What follows belongs to an exercise in optimizing a design on an open flow for small area, a short achievable clock period and few clock cycles; a production flow would make more cautious choices.
At most, simulation tests tie the RTL to the original design; equivalence was not proved.
No activity file was given, so power comes from the tool's default toggle rates.

==> flow/design.v <==
module dbc3_comp (
    input  wire        clk,
    input  wire        rst,
    input  wire        cfg_we,
    input  wire [5:0]  cfg_addr,
    input  wire [15:0] cfg_data,
    input  wire        start,
    output wire        ready,
    output reg         done,
    output reg  [1:0]  prio_oor,
    output wire        mem_req,
    output wire [2:0]  mem_layer,
    output wire [17:0] mem_addr,
    input  wire        mem_gnt,
    input  wire [7:0]  mem_rdata,
    output wire        fb_valid,
    input  wire        fb_ready,
    output wire [8:0]  fb_x,
    output wire [8:0]  fb_y,
    output wire [15:0] fb_data
);
    localparam RB = 3;                
    localparam NR = 6;                
    reg [8:0]  scroll     [0:15];    
    reg [15:0] pal_base   [0:7];
    reg [7:0]  pal_mask   [0:7];
    reg [7:0]  trans_pen  [0:7];
    reg [7:0]  trans_mask [0:7];
    reg [7:0]  layer_en;
    reg [4:0]  pri0, pri1;           
    reg        oor0, oor1;           
    reg [15:0] bg_color;
    reg [8:0]  fb_w_m1, fb_h_m1;
    always @(posedge clk) begin
        if (cfg_we) begin
            case (cfg_addr[5:3])
                3'd0, 3'd1: scroll[cfg_addr[3:0]] <= cfg_data[8:0];
                3'd2: pal_base[cfg_addr[2:0]]   <= cfg_data;
                3'd3: pal_mask[cfg_addr[2:0]]   <= cfg_data[7:0];
                3'd4: trans_pen[cfg_addr[2:0]]  <= cfg_data[7:0];
                3'd5: trans_mask[cfg_addr[2:0]] <= cfg_data[7:0];
                3'd6: begin
                    case (cfg_addr[2:0])
                        3'd0: layer_en  <= cfg_data[7:0];
                        3'd1: begin
                            oor0 <= cfg_data[7:0] > 8'd23;
                            pri0 <= (cfg_data[7:0] > 8'd23) ? 5'd0 : cfg_data[4:0];
                        end
                        3'd2: begin
                            oor1 <= cfg_data[7:0] > 8'd23;
                            pri1 <= (cfg_data[7:0] > 8'd23) ? 5'd0 : cfg_data[4:0];
                        end
                        3'd3: bg_color  <= cfg_data;
                        3'd4: fb_w_m1   <= cfg_data[8:0];
                        3'd5: fb_h_m1   <= cfg_data[8:0];
                        default: ;
                    endcase
                end
                default: ;
            endcase
        end
    end
    function [7:0] pri_row;       
        input [4:0] p;
        begin
            case (p)
                5'd0:  pri_row = {2'd3, 2'd2, 2'd1, 2'd0};
                5'd1:  pri_row = {2'd2, 2'd3, 2'd1, 2'd0};
                5'd2:  pri_row = {2'd3, 2'd1, 2'd2, 2'd0};
                5'd3:  pri_row = {2'd1, 2'd3, 2'd2, 2'd0};
                5'd4:  pri_row = {2'd2, 2'd1, 2'd3, 2'd0};
                5'd5:  pri_row = {2'd1, 2'd2, 2'd3, 2'd0};
                5'd6:  pri_row = {2'd3, 2'd2, 2'd0, 2'd1};
                5'd7:  pri_row = {2'd2, 2'd3, 2'd0, 2'd1};
                5'd8:  pri_row = {2'd3, 2'd0, 2'd2, 2'd1};
                5'd9:  pri_row = {2'd0, 2'd3, 2'd2, 2'd1};
                5'd10: pri_row = {2'd2, 2'd0, 2'd3, 2'd1};
                5'd11: pri_row = {2'd0, 2'd2, 2'd3, 2'd1};
                5'd12: pri_row = {2'd3, 2'd1, 2'd0, 2'd2};
                5'd13: pri_row = {2'd1, 2'd3, 2'd0, 2'd2};
                5'd14: pri_row = {2'd3, 2'd0, 2'd1, 2'd2};
                5'd15: pri_row = {2'd0, 2'd3, 2'd1, 2'd2};
                5'd16: pri_row = {2'd1, 2'd0, 2'd3, 2'd2};
                5'd17: pri_row = {2'd0, 2'd1, 2'd3, 2'd2};
                5'd18: pri_row = {2'd2, 2'd1, 2'd0, 2'd3};
                5'd19: pri_row = {2'd1, 2'd2, 2'd0, 2'd3};
                5'd20: pri_row = {2'd2, 2'd0, 2'd1, 2'd3};
                5'd21: pri_row = {2'd0, 2'd2, 2'd1, 2'd3};
                5'd22: pri_row = {2'd1, 2'd0, 2'd2, 2'd3};
                default: pri_row = {2'd0, 2'd1, 2'd2, 2'd3};
            endcase
        end
    endfunction
    reg        running;           
    reg        building;          
    reg        go;                
    reg        list_ok;           
    reg [3:0]  bpos;              
    reg        bf1, bf2;          
    reg [2:0]  bl;                
    reg        bv;                
    reg [3:0]  ncnt;              
    reg [2:0]  list [0:7];
    reg [8:0]  sx0, sy0;          
    assign ready = !running;
    wire       b_grp  = ~bpos[2];
    wire       b_en   = layer_en[bl] && bv;
    wire [7:0] b_row  = pri_row(b_grp ? pri1 : pri0);
    wire [1:0] b_sub  = b_row >> {bpos[1:0], 1'b0};
    wire [2:0] b_lay  = {b_grp, b_sub};
    wire [2:0] nm1    = ncnt[2:0] - 3'd1;
    wire       any_en = (ncnt != 4'd0);
    reg [8:0]    cx, cy;
    reg [NR-1:0] ctag;            
    reg          call;            
    reg          vi, qi;          
    reg [8:0]    xi, yi;
    reg [NR-1:0] ti;
    reg [2:0]    ji, li, ni;      
    reg [17:0]   ai;
    reg          vd, qd, gd;
    reg [8:0]    xd, yd;
    reg [NR-1:0] td;
    reg [7:0]    tmd, tpd;        
    reg [2:0]    jd, ld, nd;
    assign mem_req   = vi && qi;
    assign mem_layer = li;
    assign mem_addr  = ai;
    wire [8:0] ssx   = scroll[{nd[2], 1'b0, nd[1:0]}];
    wire [8:0] ssy   = scroll[{nd[2], 1'b1, nd[1:0]}];
    wire [17:0] cd   = {yd + ssy, xd + ssx};    
    reg [NR-1:0] fin;
    integer      k;
    reg [RB:0]   nfl;             
    reg [11:0]   rob [0:NR-1];
    reg [NR-1:0] otag;
    reg [11:0]   head;
    wire       vis   = ((mem_rdata & tmd) != tpd) && any_en;
    wire       last  = (jd == nm1) || !any_en;
    wire       dfin  = vd && qd && gd && (vis || last);
    wire       free  = !vd || dfin;
    wire       claim = free && go && !call && (nfl != NR);
    wire [2:0] jd2   = jd + 3'd2;
    reg        fbv;
    reg [15:0] fbd;
    reg [8:0]  ox, oy;
    assign fb_valid = fbv;
    assign fb_data  = fbd;
    assign fb_x     = ox;
    assign fb_y     = oy;
    always @(*) begin
        head = 12'd0;
        for (k = 0; k < NR; k = k + 1)
            head = head | (rob[k] & {12{otag[k]}});
    end
    wire        xfer  = fbv && fb_ready;
    wire        load  = running && |(fin & otag) && (!fbv || fb_ready);
    wire        lastp = (ox == fb_w_m1) && (oy == fb_h_m1);
    wire [RB:0] nfl_c = load ? nfl : nfl + 1'b1;
    wire [RB:0] nfl_n = load ? nfl - 1'b1 : nfl;
    always @(posedge clk) begin
        if (cfg_we)
            list_ok <= 1'b0;
        if (rst) begin
            running <= 1'b0;
            building <= 1'b0;
            bv      <= 1'b0;
            go      <= 1'b0;
            list_ok <= 1'b0;
            done    <= 1'b0;
            vi      <= 1'b0;
            vd      <= 1'b0;
            fbv     <= 1'b0;
            nfl     <= {(RB+1){1'b0}};
            fin     <= {NR{1'b0}};
        end else begin
            done <= 1'b0;
            if (!running) begin
                if (start) begin
                    running  <= 1'b1;
                    prio_oor <= {oor1, oor0};
                    building <= !list_ok;
                    go       <= list_ok;
                    bpos     <= 4'd0;
                    if (!list_ok)
                        ncnt <= 4'd0;
                    cx       <= 9'd0;
                    cy       <= 9'd0;
                    ctag     <= {{(NR-1){1'b0}}, 1'b1};
                    call     <= 1'b0;
                    otag     <= {{(NR-1){1'b0}}, 1'b1};
                    ox       <= 9'd0;
                    oy       <= 9'd0;
                end
            end
            bl  <= b_lay;
            bv  <= building && !bpos[3];
            bf1 <= b_en && (ncnt == 4'd0);
            bf2 <= bf1;
            if (bf2) begin
                sx0 <= ssx;
                sy0 <= ssy;
            end
            if (b_en) begin
                list[ncnt[2:0]] <= bl;
                ncnt <= ncnt + 4'd1;
            end
            if (building) begin
                bpos <= bpos + 4'd1;
                if (bpos == 4'd10) begin
                    building <= 1'b0;
                    list_ok  <= 1'b1;
                    go       <= 1'b1;
                end
            end
            if (free)
                vi <= claim;
            else
                vi <= 1'b1;
            vd <= vi;
            if (dfin) begin
                for (k = 0; k < NR; k = k + 1)
                    if (td[k]) begin
                        rob[k] <= {vis, ld, mem_rdata};
                        fin[k] <= 1'b1;
                    end
            end
            if (claim) begin
                ctag <= {ctag[NR-2:0], ctag[NR-1]};
                if (cx == fb_w_m1) begin
                    cx <= 9'd0;
                    cy <= cy + 9'd1;
                    if (cy == fb_h_m1)
                        call <= 1'b1;
                end else begin
                    cx <= cx + 9'd1;
                end
            end
            if (xfer) begin
                if (ox == fb_w_m1) begin
                    ox <= 9'd0;
                    oy <= oy + 9'd1;
                end else begin
                    ox <= ox + 9'd1;
                end
            end
            if (load) begin
                fbv <= 1'b1;
                fbd <= head[11] ? ({8'd0, head[7:0] & pal_mask[head[10:8]]} | pal_base[head[10:8]])
                                : bg_color;
                for (k = 0; k < NR; k = k + 1)
                    if (otag[k])
                        fin[k] <= 1'b0;
                otag <= {otag[NR-2:0], otag[NR-1]};
            end else if (xfer) begin
                fbv <= 1'b0;
            end
            nfl <= claim ? nfl_c : nfl_n;
            if (xfer && lastp) begin
                done    <= 1'b1;
                running <= 1'b0;
                go      <= 1'b0;
            end
        end
    end
    always @(posedge clk) begin
        gd <= mem_gnt;
        xd <= xi;
        yd <= yi;
        td <= ti;
        tmd <= trans_mask[li];
        tpd <= trans_pen[li];
        jd <= ji;
        ld <= li;
        nd <= ni;
        qd <= qi;
        if (free) begin
            qi <= 1'b1;
            xi <= cx;
            yi <= cy;
            ti <= ctag;
            ji <= 3'd0;
            li <= list[0];
            ni <= building ? bl : list[1];
            ai <= {cy + sy0, cx + sx0};
        end else if (gd || !qd) begin
            qi <= 1'b1;
            xi <= xd;
            yi <= yd;
            ti <= td;
            ji <= jd + 3'd1;
            li <= nd;
            ni <= list[jd2];
            ai <= cd;
        end else begin
            qi <= 1'b0;
            xi <= xd;
            yi <= yd;
            ti <= td;
            ji <= jd - 3'd1;
            li <= nd;
            ni <= ld;
            ai <= cd;
        end
    end
endmodule
Settings: LEC_CHECK=0, CAP_MARGIN=20, CORE_MARGIN=2, CORE_UTILIZATION=40, CTS_CLUSTER_DIAMETER=80, CTS_CLUSTER_SIZE=20, PLACE_DENSITY=0.6, SETUP_SLACK_MARGIN=5.0, SLEW_MARGIN=20; clock period 8.0 ns.
run.sh (not shown) runs the stock make flow with config.mk's settings and CLKGATE_MAP_FILE= SYNTH_SCRIPT=/design/flow/synth_recipe.tcl, a recipe that flattens the netlist after the stock synthesis.
Change:
--- a/flow/design.v
+++ b/flow/design.v
@@ -110,18 +110,19 @@
     wire [2:0] b_lay  = {b_grp, b_sub};
     wire [2:0] nm1    = ncnt[2:0] - 3'd1;
     wire       any_en = (ncnt != 4'd0);
     reg [8:0]    cx, cy;
-    reg [NR-1:0] ctag;            
+    reg [RB-1:0] ctag;
     reg          call;            
     reg          vi, qi;          
     reg [8:0]    xi, yi;
-    reg [NR-1:0] ti;
+    reg [RB-1:0] ti;
     reg [2:0]    ji, li, ni;      
     reg [17:0]   ai;
     reg          vd, qd, gd;
     reg [8:0]    xd, yd;
-    reg [NR-1:0] td;
+    reg [RB-1:0] td;
+    reg [NR-1:0] tdh;             
     reg [7:0]    tmd, tpd;        
     reg [2:0]    jd, ld, nd;
     assign mem_req   = vi && qi;
     assign mem_layer = li;
@@ -132,30 +133,28 @@
     reg [NR-1:0] fin;
     integer      k;
     reg [RB:0]   nfl;             
     reg [11:0]   rob [0:NR-1];
-    reg [NR-1:0] otag;
-    reg [11:0]   head;
+    reg [RB-1:0] otag;
     wire       vis   = ((mem_rdata & tmd) != tpd) && any_en;
     wire       last  = (jd == nm1) || !any_en;
     wire       dfin  = vd && qd && gd && (vis || last);
     wire       free  = !vd || dfin;
     wire       claim = free && go && !call && (nfl != NR);
     wire [2:0] jd2   = jd + 3'd2;
+    reg        hv;                
+    reg [11:0] h;
     reg        fbv;
     reg [15:0] fbd;
     reg [8:0]  ox, oy;
     assign fb_valid = fbv;
     assign fb_data  = fbd;
     assign fb_x     = ox;
     assign fb_y     = oy;
-    always @(*) begin
-        head = 12'd0;
-        for (k = 0; k < NR; k = k + 1)
-            head = head | (rob[k] & {12{otag[k]}});
-    end
+    wire [11:0] head  = rob[otag];
     wire        xfer  = fbv && fb_ready;
-    wire        load  = running && |(fin & otag) && (!fbv || fb_ready);
+    wire        hgo   = hv && (!fbv || fb_ready);         
+    wire        load  = running && fin[otag] && (!hv || hgo);    
     wire        lastp = (ox == fb_w_m1) && (oy == fb_h_m1);
     wire [RB:0] nfl_c = load ? nfl : nfl + 1'b1;
     wire [RB:0] nfl_n = load ? nfl - 1'b1 : nfl;
     always @(posedge clk) begin
@@ -169,8 +168,9 @@
             list_ok <= 1'b0;
             done    <= 1'b0;
             vi      <= 1'b0;
             vd      <= 1'b0;
+            hv      <= 1'b0;
             fbv     <= 1'b0;
             nfl     <= {(RB+1){1'b0}};
             fin     <= {NR{1'b0}};
         end else begin
@@ -185,11 +185,11 @@
                     if (!list_ok)
                         ncnt <= 4'd0;
                     cx       <= 9'd0;
                     cy       <= 9'd0;
-                    ctag     <= {{(NR-1){1'b0}}, 1'b1};
+                    ctag     <= {RB{1'b0}};
                     call     <= 1'b0;
-                    otag     <= {{(NR-1){1'b0}}, 1'b1};
+                    otag     <= {RB{1'b0}};
                     ox       <= 9'd0;
                     oy       <= 9'd0;
                 end
             end
@@ -219,15 +219,15 @@
                 vi <= 1'b1;
             vd <= vi;
             if (dfin) begin
                 for (k = 0; k < NR; k = k + 1)
-                    if (td[k]) begin
+                    if (tdh[k]) begin
                         rob[k] <= {vis, ld, mem_rdata};
                         fin[k] <= 1'b1;
                     end
             end
             if (claim) begin
-                ctag <= {ctag[NR-2:0], ctag[NR-1]};
+                ctag <= (ctag == NR - 1) ? {RB{1'b0}} : ctag + 1'b1;
                 if (cx == fb_w_m1) begin
                     cx <= 9'd0;
                     cy <= cy + 9'd1;
                     if (cy == fb_h_m1)
@@ -244,15 +244,19 @@
                     ox <= ox + 9'd1;
                 end
             end
             if (load) begin
+                hv <= 1'b1;
+                h  <= head;
+                fin[otag]  <= 1'b0;
+                otag <= (otag == NR - 1) ? {RB{1'b0}} : otag + 1'b1;
+            end else if (hgo) begin
+                hv <= 1'b0;
+            end
+            if (hgo) begin
                 fbv <= 1'b1;
-                fbd <= head[11] ? ({8'd0, head[7:0] & pal_mask[head[10:8]]} | pal_base[head[10:8]])
-                                : bg_color;
-                for (k = 0; k < NR; k = k + 1)
-                    if (otag[k])
-                        fin[k] <= 1'b0;
-                otag <= {otag[NR-2:0], otag[NR-1]};
+                fbd <= h[11] ? ({8'd0, h[7:0] & pal_mask[h[10:8]]} | pal_base[h[10:8]])
+                             : bg_color;
             end else if (xfer) begin
                 fbv <= 1'b0;
             end
             nfl <= claim ? nfl_c : nfl_n;
@@ -267,8 +271,9 @@
         gd <= mem_gnt;
         xd <= xi;
         yd <= yi;
         td <= ti;
+        tdh <= {{(NR-1){1'b0}}, 1'b1} << ti;
         tmd <= trans_mask[li];
         tpd <= trans_pen[li];
         jd <= ji;
         ld <= li;
Non-clock buffer count falls by 31.
Routed wire length fell by about 5.4%.
Synthesized cell count went down by about 11%.
Register-to-register slack improved by 0.11 ns.
Final area is lower by about 0.9%.
Die area rises by about 0.6%.
Via count came out lower by 7.8%.
Sequential share of layout area is higher by 1.2 points.
Cell count falls by 7.3%.
Global-route usage came out lower by 1.1 points.
Sequential power increases by about 0.8%.
Setup slack is better by 0.19 ns.
Total power goes down by about 1%.
Flip-flop and latch count went up by 10.
Testbench counts after the change, summed over its fixed seeds: cycles 80,488.
The RTL of the first run of this note was laid out without a check of its function.

separate check: timing with driven ports:
No port has a modelled driver above. Below, the same layouts with a new extraction and two added sets of constraints. Step 1: set_driving_cell puts a clkbuf_16 on clk and a buf_2 on each other input, an assumption about the parent block. Step 2 moves the port delays by t, midway between the first and last clock arrival at a register: inputs arrive t later, outputs are due t later. That takes back most of the time a late clock gives input paths. Slacks: ideal / step 1 / step 2; pairs: ideal / step 1.
| run | t, ns | slack for setup (ns) | worst slew at a driven data input, ns |
|---|---|---|---|
| the first run | 0.667 | 4.820 / 4.860 / 4.194 | 0.08 |
| the second run | 0.677 | 5.008 / 4.985 / 4.309 | 0.08 |
After both steps setup and hold are still met in every run listed. For the second run, which loses most, drivers alone change the setup slack by -0.023 ns; drivers and shift together by -0.699 ns.
